This is an optimization exercise on Yosys and OpenROAD, whose aim is small area, a short achievable clock period and few clock cycles per item, not a production implementation. Only simulation tests tie the RTL to the original design; equivalence was not proved. Power figures rest on the tool's default switching activity, not on a simulated workload.

## fft_peak16
module fft_peak16 (
    input  wire        clk,
    input  wire        rst,
    input  wire        in_valid,
    output wire        in_ready,
    input  wire [15:0] in_re,
    input  wire [15:0] in_im,
    input  wire [15:0] in_si,
    output reg         out_valid,
    output wire [8:0]  out_bin,
    output wire [15:0] out_mag,
    output wire [15:0] out_freq
);
Size in the first run: about 1700 cells after synthesis, about 94 I/O pins, roughly 0.012 mm² of cells after synthesis.
==> flow/config.mk <==
export PLATFORM = sky130hd
export DESIGN_NAME = fft_peak16
export DESIGN_NICKNAME = fft_peak16
export VERILOG_FILES = /design/flow/design.v
export SDC_FILE = /design/flow/constraint.sdc
export NUM_CORES = 4
export LEC_CHECK = 0
export ABC_AREA = 1
export CAP_MARGIN = 20
export CORE_MARGIN = 2
export CORE_UTILIZATION = 60
export CTS_BUF_LIST = sky130_fd_sc_hd__clkbuf_8
export PLACE_DENSITY = 0.8
export SLEW_MARGIN = 20
==> flow/constraint.sdc <==
create_clock -name core_clock -period 70.0 [get_ports {clk}]
set_input_delay 14.0000 -clock core_clock [delete_from_list [all_inputs] [get_ports {clk}]]
set_output_delay 14.0000 -clock core_clock [all_outputs]
set_load 0.01 [all_outputs]
standard.sh (not shown) runs the stock make flow with config.mk's settings and CLKGATE_MAP_FILE= SYNTH_SCRIPT=/design/flow/synth_recipe.tcl, a recipe that flattens the netlist after the stock synthesis.
==> flow/flow/run.sh <==
#!/bin/bash
# The standard layout flow (standard.sh: standard synthesis, floorplan,
# placement, CTS, routing), except for two settings:
# - the buffers put on the input and output ports are sky130_fd_sc_hd__buf_1
#   instead of the delay buffer the placer picks by default;
# - clock tree synthesis uses clkbuf_16 at the root and clkbuf_8 elsewhere,
#   and adds no dummy loads (they only pad the lightly loaded leaf buffers).
# The make output goes to standard.log; each ORFS step keeps its own log
# under orfs/logs/.
set -euo pipefail
bash standard.sh BUFFER_PORTS_ARGS="-buffer_cell sky130_fd_sc_hd__buf_1" \
    "CTS_ARGS=-sink_clustering_enable -repair_clock_nets -root_buf sky130_fd_sc_hd__clkbuf_16 -buf_list sky130_fd_sc_hd__clkbuf_8 -dont_use_dummy_load" \
    finish > standard.log 2>&1
The baseline passed the timing, DRC and antenna checks.
Testbench counts at the start, summed over its fixed seeds: cycles 33,624, items 64.
Next try:
--- a/flow/flow/run.sh
+++ b/flow/flow/run.sh
@@ -11,3 +11,3 @@
 bash standard.sh BUFFER_PORTS_ARGS="-buffer_cell sky130_fd_sc_hd__buf_1" \
-    "CTS_ARGS=-sink_clustering_enable -repair_clock_nets -root_buf sky130_fd_sc_hd__clkbuf_16 -buf_list sky130_fd_sc_hd__clkbuf_8 -dont_use_dummy_load" \
+    "CTS_ARGS=-sink_clustering_enable -sink_clustering_size 30 -sink_clustering_max_diameter 150 -repair_clock_nets -root_buf sky130_fd_sc_hd__clkbuf_16 -buf_list sky130_fd_sc_hd__clkbuf_8 -dont_use_dummy_load" \
     finish > standard.log 2>&1
--- a/flow/config.mk
+++ b/flow/config.mk
@@ -10,5 +10,5 @@
 export CORE_MARGIN = 2
-export CORE_UTILIZATION = 60
+export CORE_UTILIZATION = 45
 export CTS_BUF_LIST = sky130_fd_sc_hd__clkbuf_8
-export PLACE_DENSITY = 0.8
+export PLACE_DENSITY = 0.65
 export SLEW_MARGIN = 20
After rerunning:
- The changed run ran to the end with no violations
- synthesized cell count does not change
- wire length goes up by 6.5%
- first-iteration DRC count goes up by about 18%
Next try:
--- a/flow/flow/run.sh
+++ b/flow/flow/run.sh
@@ -11,3 +11,3 @@
 bash standard.sh BUFFER_PORTS_ARGS="-buffer_cell sky130_fd_sc_hd__buf_1" \
-    "CTS_ARGS=-sink_clustering_enable -sink_clustering_size 30 -sink_clustering_max_diameter 150 -repair_clock_nets -root_buf sky130_fd_sc_hd__clkbuf_16 -buf_list sky130_fd_sc_hd__clkbuf_8 -dont_use_dummy_load" \
+    "CTS_ARGS=-repair_clock_nets -root_buf sky130_fd_sc_hd__clkbuf_16 -buf_list sky130_fd_sc_hd__clkbuf_8 -dont_use_dummy_load" \
     finish > standard.log 2>&1
Die area is unchanged.
Via count is unchanged.
Synthesized cell count is unchanged.
Wire length stays the same.
Clock-buffer cell count is unchanged.
Next try:
--- a/flow/flow/run.sh
+++ b/flow/flow/run.sh
@@ -11,3 +11,3 @@
 bash standard.sh BUFFER_PORTS_ARGS="-buffer_cell sky130_fd_sc_hd__buf_1" \
-    "CTS_ARGS=-repair_clock_nets -root_buf sky130_fd_sc_hd__clkbuf_16 -buf_list sky130_fd_sc_hd__clkbuf_8 -dont_use_dummy_load" \
+    "CTS_ARGS=-sink_clustering_enable -repair_clock_nets -root_buf sky130_fd_sc_hd__clkbuf_16 -buf_list sky130_fd_sc_hd__clkbuf_8 -dont_use_dummy_load" \
     finish > standard.log 2>&1
Result: The new run completed with no timing, DRC or antenna violations; total power does not change; worst hold slack stays the same; routed wire length does not change; clock power barely changes; non-clock buffer count stays the same; sequential power is about the same; setup slack is unchanged; count of clock-buffer cells in the layout is unchanged; core utilization is unchanged; fmax is unchanged; area after synthesis does not change.

Another version of the RTL of fft_peak16 (not shown whole).
For scale: about 1700 cells after synthesis, ~130 flip-flops, ~94 I/O pins.
export LEC_CHECK = 0
export ABC_AREA = 1
export CAP_MARGIN = 20
export CORE_MARGIN = 2
export CORE_UTILIZATION = 45
export CTS_BUF_LIST = sky130_fd_sc_hd__clkbuf_8
export PLACE_DENSITY = 0.65
export SLEW_MARGIN = 20
create_clock -name core_clock -period 70.0 [get_ports {clk}]
==> flow/flow/run.sh <==
#!/bin/bash
# The standard layout flow (standard.sh: standard synthesis, floorplan,
# placement, CTS, routing), except that the buffers put on the input and
# output ports are sky130_fd_sc_hd__buf_1 instead of the delay buffer the
# placer picks by default. The make output goes to standard.log; each ORFS
# step keeps its own log under orfs/logs/.
set -euo pipefail
bash standard.sh BUFFER_PORTS_ARGS="-buffer_cell sky130_fd_sc_hd__buf_1" finish > standard.log 2>&1
The first run completed without violations.
Testbench counts at the start, summed over its fixed seeds: cycles 33,624, items 64.
Next try:
Settings changed: CTS_BUF_LIST sky130_fd_sc_hd__clkbuf_8 to not set.
Result:
- maximum frequency goes up by about 0.4%
- setup slack improves by 0.059 ns
- non-clock buffer count does not change
- register-to-register slack is about the same
- cell area goes up by about 1.4%
- area after synthesis does not change

==> what the ideal ports hide <==
In the flow no input, the clock included, has a driving cell. The finished layouts below were timed again as built, in two steps.
Step 1, drivers: a clkbuf_16 drives clk and a buf_2 each remaining input, both assumed.
Step 2 times the ports against the registers' clock, not the clock port: input delays grow and output delays shrink by t, the midpoint of the rising clock arrivals with the driver on.
a / b / c = ideal ports / drivers / drivers and shift; a / b = the first two.
run | t, ns | setup WS [ns] | clock arrival spread, ns | slew at the worst register clock pin (ns) | pins driven straight from the clock port
the first run of note 1 | 0.412 | 54.977 / 54.930 / 55.226 | 0.034 / 0.034 | 0.08 / 0.08 | 1
the second run of note 1 | 0.412 | 54.954 / 54.905 / 55.224 | 0.039 / 0.039 | 0.08 / 0.08 | 1
the third run of note 1 | 0.412 | 54.954 / 54.905 / 55.224 | 0.039 / 0.039 | 0.08 / 0.08 | 1
the fourth run of note 1 | 0.412 | 54.954 / 54.905 / 55.224 | 0.039 / 0.039 | 0.08 / 0.08 | 1
the first run of note 2 | 0.524 | 54.882 / 54.836 / 55.136 | 0.016 / 0.017 | 0.09 / 0.09 | 1
the second run of note 2 | 0.482 | 54.941 / 54.891 / 55.128 | 0.009 / 0.009 | 0.07 / 0.07 | 1
After both steps setup and hold are still met in every run listed.
